Background: an optimization exercise with open tools, aiming at small area, a short achievable clock period and few clock cycles. Do not read the settings as production practice.
The RTL was checked by simulation tests, not by an equivalence proof against the original design.
No activity file was given, so power comes from the tool's default toggle rates.

[design/flow/run.sh]
#!/bin/bash
# synth_recipe.tcl (not shown) runs the flow's synth.tcl, then flattens the netlist and writes it again
# the make line also repeats each setting of config.mk as NAME=value (left out here)
make -C /OpenROAD-flow-scripts/flow DESIGN_CONFIG=/design/flow/config.mk WORK_HOME=/design/flow/orfs CLKGATE_MAP_FILE= SYNTH_SCRIPT=/design/flow/synth_recipe.tcl finish
[design/flow/constraint.sdc]
create_clock -name core_clock -period 9.0 [get_ports {clk}]
set_input_delay 1.8000 -clock core_clock [delete_from_list [all_inputs] [get_ports {clk}]]
set_output_delay 1.8000 -clock core_clock [all_outputs]
set_load 0.01 [all_outputs]
[design/flow/config.mk]
export PLATFORM = sky130hd
export DESIGN_NAME = c2b_rx
export DESIGN_NICKNAME = c2b_rx
export VERILOG_FILES = /design/flow/design.v
export SDC_FILE = /design/flow/constraint.sdc
export NUM_CORES = 4
export LEC_CHECK = 0
export CAP_MARGIN = 20
export CORE_MARGIN = 2
export CORE_UTILIZATION = 40
export PLACE_DENSITY = 0.6
export SLEW_MARGIN = 20
[design/flow/design.v]
module c2b_rx (
    input  wire       clk,
    input  wire       rst,           
    input  wire       rx_valid,
    input  wire [8:0] rx_word,
    output wire       rx_ready,
    output wire       out_valid,
    output reg  [7:0] out_data,
    output wire       out_sof,
    output wire       out_eof,
    output reg        err_crc,
    output reg        err_overrun
);
    function [15:0] crc_byte;
        input [15:0] crc;
        input [7:0]  b;
        integer i;
        reg [15:0] c;
        begin
            c = crc ^ {b, 8'h00};
            for (i = 0; i < 8; i = i + 1)
                c = c[15] ? ((c << 1) ^ 16'h1021) : (c << 1);
            crc_byte = c;
        end
    endfunction
    reg        collecting;
    reg [8:0]  pos;           
    reg [7:0]  m_type;
    reg [7:0]  m_addr;
    reg [7:0]  m_len;
    reg [7:0]  m_crc_hi;
    reg [15:0] crc_run;       
    reg [7:0]  m_data [0:254];
    reg        streaming;
    reg [8:0]  out_idx;       
    reg [7:0]  out_crc_lo;
    assign rx_ready = ~streaming;
    wire       accept  = rx_valid & rx_ready;
    wire       marker  = rx_word[8];
    wire [7:0] b       = rx_word[7:0];
    wire [9:0] body_end = 10'd3 + {2'b00, m_len};    
    wire       at_data  = (pos >= 9'd3) && ({1'b0, pos} < body_end);
    wire       at_crchi = ({1'b0, pos} == body_end);
    wire       at_crclo = ({1'b0, pos} == body_end + 10'd1);
    wire       crc_ok   = ({m_crc_hi, b} == crc_run);
    always @(posedge clk) begin
        if (rst) begin
            collecting  <= 1'b0;
            pos         <= 9'd0;
            streaming   <= 1'b0;
            out_idx     <= 9'd0;
            err_crc     <= 1'b0;
            err_overrun <= 1'b0;
        end else begin
            err_crc     <= 1'b0;
            err_overrun <= 1'b0;
            if (accept) begin
                if (marker) begin
                    collecting <= 1'b1;
                    pos        <= 9'd1;
                    m_type     <= b;
                    crc_run    <= crc_byte(16'h0000, b);
                end else if (!collecting) begin
                    err_overrun <= 1'b1;
                end else begin
                    pos <= pos + 9'd1;
                    if (pos == 9'd1) begin
                        m_addr  <= b;
                        crc_run <= crc_byte(crc_run, b);
                    end else if (pos == 9'd2) begin
                        m_len   <= b;
                        crc_run <= crc_byte(crc_run, b);
                    end else if (at_data) begin
                        m_data[pos - 9'd3] <= b;
                        crc_run <= crc_byte(crc_run, b);
                    end else if (at_crchi) begin
                        m_crc_hi <= b;
                    end else if (at_crclo) begin
                        collecting <= 1'b0;
                        if (crc_ok) begin
                            streaming  <= 1'b1;
                            out_idx    <= 9'd0;
                            out_crc_lo <= b;
                        end else begin
                            err_crc <= 1'b1;
                        end
                    end
                end
            end
            if (streaming) begin
                if (out_eof)
                    streaming <= 1'b0;
                else
                    out_idx <= out_idx + 9'd1;
            end
        end
    end
    wire [9:0] out_crchi_idx = 10'd3 + {2'b00, m_len};
    assign out_valid = streaming;
    assign out_sof   = streaming && (out_idx == 9'd0);
    assign out_eof   = streaming && ({1'b0, out_idx} == out_crchi_idx + 10'd1);
    always @(*) begin
        if (out_idx == 9'd0)
            out_data = m_type;
        else if (out_idx == 9'd1)
            out_data = m_addr;
        else if (out_idx == 9'd2)
            out_data = m_len;
        else if ({1'b0, out_idx} == out_crchi_idx)
            out_data = m_crc_hi;
        else if ({1'b0, out_idx} == out_crchi_idx + 10'd1)
            out_data = out_crc_lo;
        else
            out_data = m_data[out_idx - 9'd3];
    end
endmodule
==> impl_metrics.ini <==
[outcome]
outcome = no timing/DRC/antenna violations

[logic_synthesis]
syn-instance-count = 4265
synth_flop_cell = edfxtp_1
ys_ff_latch = 2118
synth.most_common_cell = edfxtp_1
synth_area_leaders = edfxtp_1 (74%), mux4_2 (14%), nor3_1 (1.7%)
yosys.area.top_type = edfxtp_1
synth_common_cells = edfxtp_1 (2096), mux4_2 (546), nor3_1 (290)
async_reset_ff_share_pct = 0
netlist_area_um2 = 85200
yosys_warnings = 1
ys_types = 89
syn_area_per_cell_um2 = 20.0
syn-num-nets = 4296
synth.top_cell.area_share_pct = 73.9
seq_area_frac_synth_pct = 74.4
synth_edf_count = 2096

[power]
power_leakage_nw = 29.4
ir_drop_uv = 162
pwr_density_cell_nw_per_um2 = 200

[min_path]
hold_start = pos[0]
min_path_type = register to register

[worst_setup_path]
cp-startpoint = out_idx[0]
critPathMaxFanout = 44
critPathRequiredTime_ps = 7200
worstSetupEndpointType = output port
startpoint_type = register
cp.arrival_ps = 6840
r2r_slack_ps = 3630
r2r_start = m_len[0]
worstSetupPathType = register to output port

[sta]
period_share_pct = 96.0
whs_ps = 582
period_minus_slack_ps = 8640
worstMarginPinSlew_ps = 1240
hold_viol_final = 0
fin_ws_ps = 357
max_freq_ghz = 0.116
timing.slew.headroom_pct = 17.0
final-setup-viol-count = 0
rsz0062_at_grt = no
fin_setup_tns_ps = 0
finalClockSkew_ps = 30.6
maxSlewViolCount = 0

[placement]
hpwl_um = 142000
pre_cts_ws_ps = 1180
portBuffers = 25
gp_congestion = 0.876

[global_routing]
grt_usage_pct = 20.8
grt_first_pass_wirelength_um = 325000
antenna_found_initial = 5
grt-ovfl-total = 0
grt_max_degree = 191
first_global_vias = 43500

[clock_network]
cts_hold_repair.buffers = 0
numCtsBuffers = 205
clk_pin_slew_worst_paths_ps = 60
clock_sinks = 2118
cts_tree = built
cts_setup_buffers = 0
cts.htree.levels = 4
cts_max_path_buffers = 3
ctsResizeCount = 0
clk_latency_ps = 850
cts_root_buf = clkbuf_16

[die]
die_area_um2 = 217000
fp-row-count = 169
start_util_pct = 40.2
ios = 26
coreArea_um2 = 212000
dieHeight_um = 465
die_x_um = 465

[run]
maxCapViolCount = 0

[layout]
area_growth_pct = 13.7
layout-drive-gt1-share_pct = 25.9
nets = 4585
nFillCells = 17800

[route]
antenna_left = 0
drc = 0
via_count = 44400
routedWlPerCell_um = 30.0
drt-initial-drc-count = 5916
drtPass1Iterations = 8
via_per_inst = 5.88
drt-total-wl_um = 226000
==> area by class of cell <==
cell class,count,area (um2),area share [%]
antenna,1,2.50,0.00258
sequential,2118,63400,65.5
clock buffer,247,5330,5.50
multi-input combinational,1858,20600,21.2
timing repair buffer,350,2930,3.03
inverter,21,78.8,0.0814
clock inverter,127,1020,1.06
tap,2821,3530,3.65
==> logic make-up after synthesis <==
logic type,share of synthesized area [%]
xor+xnor,1.14
fa+ha+maj,0.279
buf+inv,1.77
mux,15.2
simple gates,4.50
compound gates,2.70
flops,74.4
==> worst max-delay path, cell delays in order (launching register included) <==
cell and delay, ps:
dfxtp_4 810, inv_2 330, ha_4 830, buf_4 730, mux4_2 400, mux4_2 580
a21oi_1 210, nand2_1 120, a2111oi_0 1000, o31ai_2 320, clkdlybuf4s50_1 560
==> path summary, 6_finish.rpt <==
check                       end  cells after the start
setup / recovery    out_data[4]                     10
hold / removal           pos[0]                      1
setup reg to reg  m_data[30][7]                     13
hold reg to reg          pos[0]                      1
==> layer usage <==
metal / up-vias / GRT usage, % / share of wire (%)
met3: 325 / 4.59 / 9.4
met5: - / 0 / 0.0062
met4: 2 / 6.14 / 3.0
met1: 23600 / 30.9 / 43
met2: 2156 / 30.7 / 45
li1: 18300 / - / -
==> where the power goes <==
part / switching [mW] / internal [mW]
logic: 0.211 / 0.0408
clock network: 3.67 / 4.58
registers: 0.00641 / 10.8
==> cell usage in the layout, fill, tap and decap left out, drive strengths merged, types with 14 or more instances in the layout <==
master / Yosys / routed
nor3: 291 / 291
o21a: 14 / 14
and2: 23 / 23
a21oi: 48 / 48
and3: 14 / 14
o21ai: 54 / 54
xnor2: 56 / 56
nor4: 15 / 15
nand2: 246 / 246
clkinv: 1 / 99
a22oi: 20 / 20
a31oi: 26 / 26
o22ai: 19 / 19
a221oi: 16 / 16
nand3: 62 / 62
inv: 20 / 31
mux2i: 60 / 60
nand4: 21 / 21
xor2: 47 / 47
mux4: 546 / 546
edfxtp: 2096 / 2096
a22o: 22 / 22
clkdlybuf4s50: 0 / 17
buf: 150 / 333
dfxtp: 22 / 22
clkbuf: 118 / 247
nor2: 90 / 90
ha: 19 / 19
==> registers in the layout (all words and copies together) (netlist names), 8 cells and up <==
name        flops
crc_run        16
m_addr          8
m_crc_hi        8
m_data       2040
m_len           8
m_type          8
out_crc_lo      8
out_idx         9
pos             9
==> through the flow <==
step	total power, mW	instance area (um2)	std cells	util (%)
6_report	19.4	96800	7543	45.7
5_1_grt	19.9	96800	7543	45.7
4_1_cts	19.5	96800	7539	45.7
3_5_place_dp	11.3	90400	7165	42.7
3_3_place_gp	11.3	90400	7165	42.7
2_1_floorplan	11.1	85200	4265	-
Testbench counts, summed over its fixed seeds: cycles 119,122.

port drivers added, routing unchanged:
The results above use ideal ports. As a check the final layout listed here was re-extracted and re-timed, cells and wires unchanged.
Step 1, drivers: a clkbuf_16 drives clk and a buf_2 each remaining input, both assumed.
Step 2, shift: input delay + t, output delay - t, t = (earliest + latest rising clock arrival at the registers) / 2. This alone moves slack from input paths to output paths.
Slacks: ideal / step 1 / step 2; pairs: ideal / step 1.
t (ns): 0.925
slack for setup (ns): 0.357 / 0.270 / 1.195
worst setup path after step 2: register to output
worst slew at a driven data input, ns: 0.07
After both steps this run still meets setup and hold. For this run, drivers alone change the setup slack by -0.087 ns; drivers and shift together by +0.838 ns.
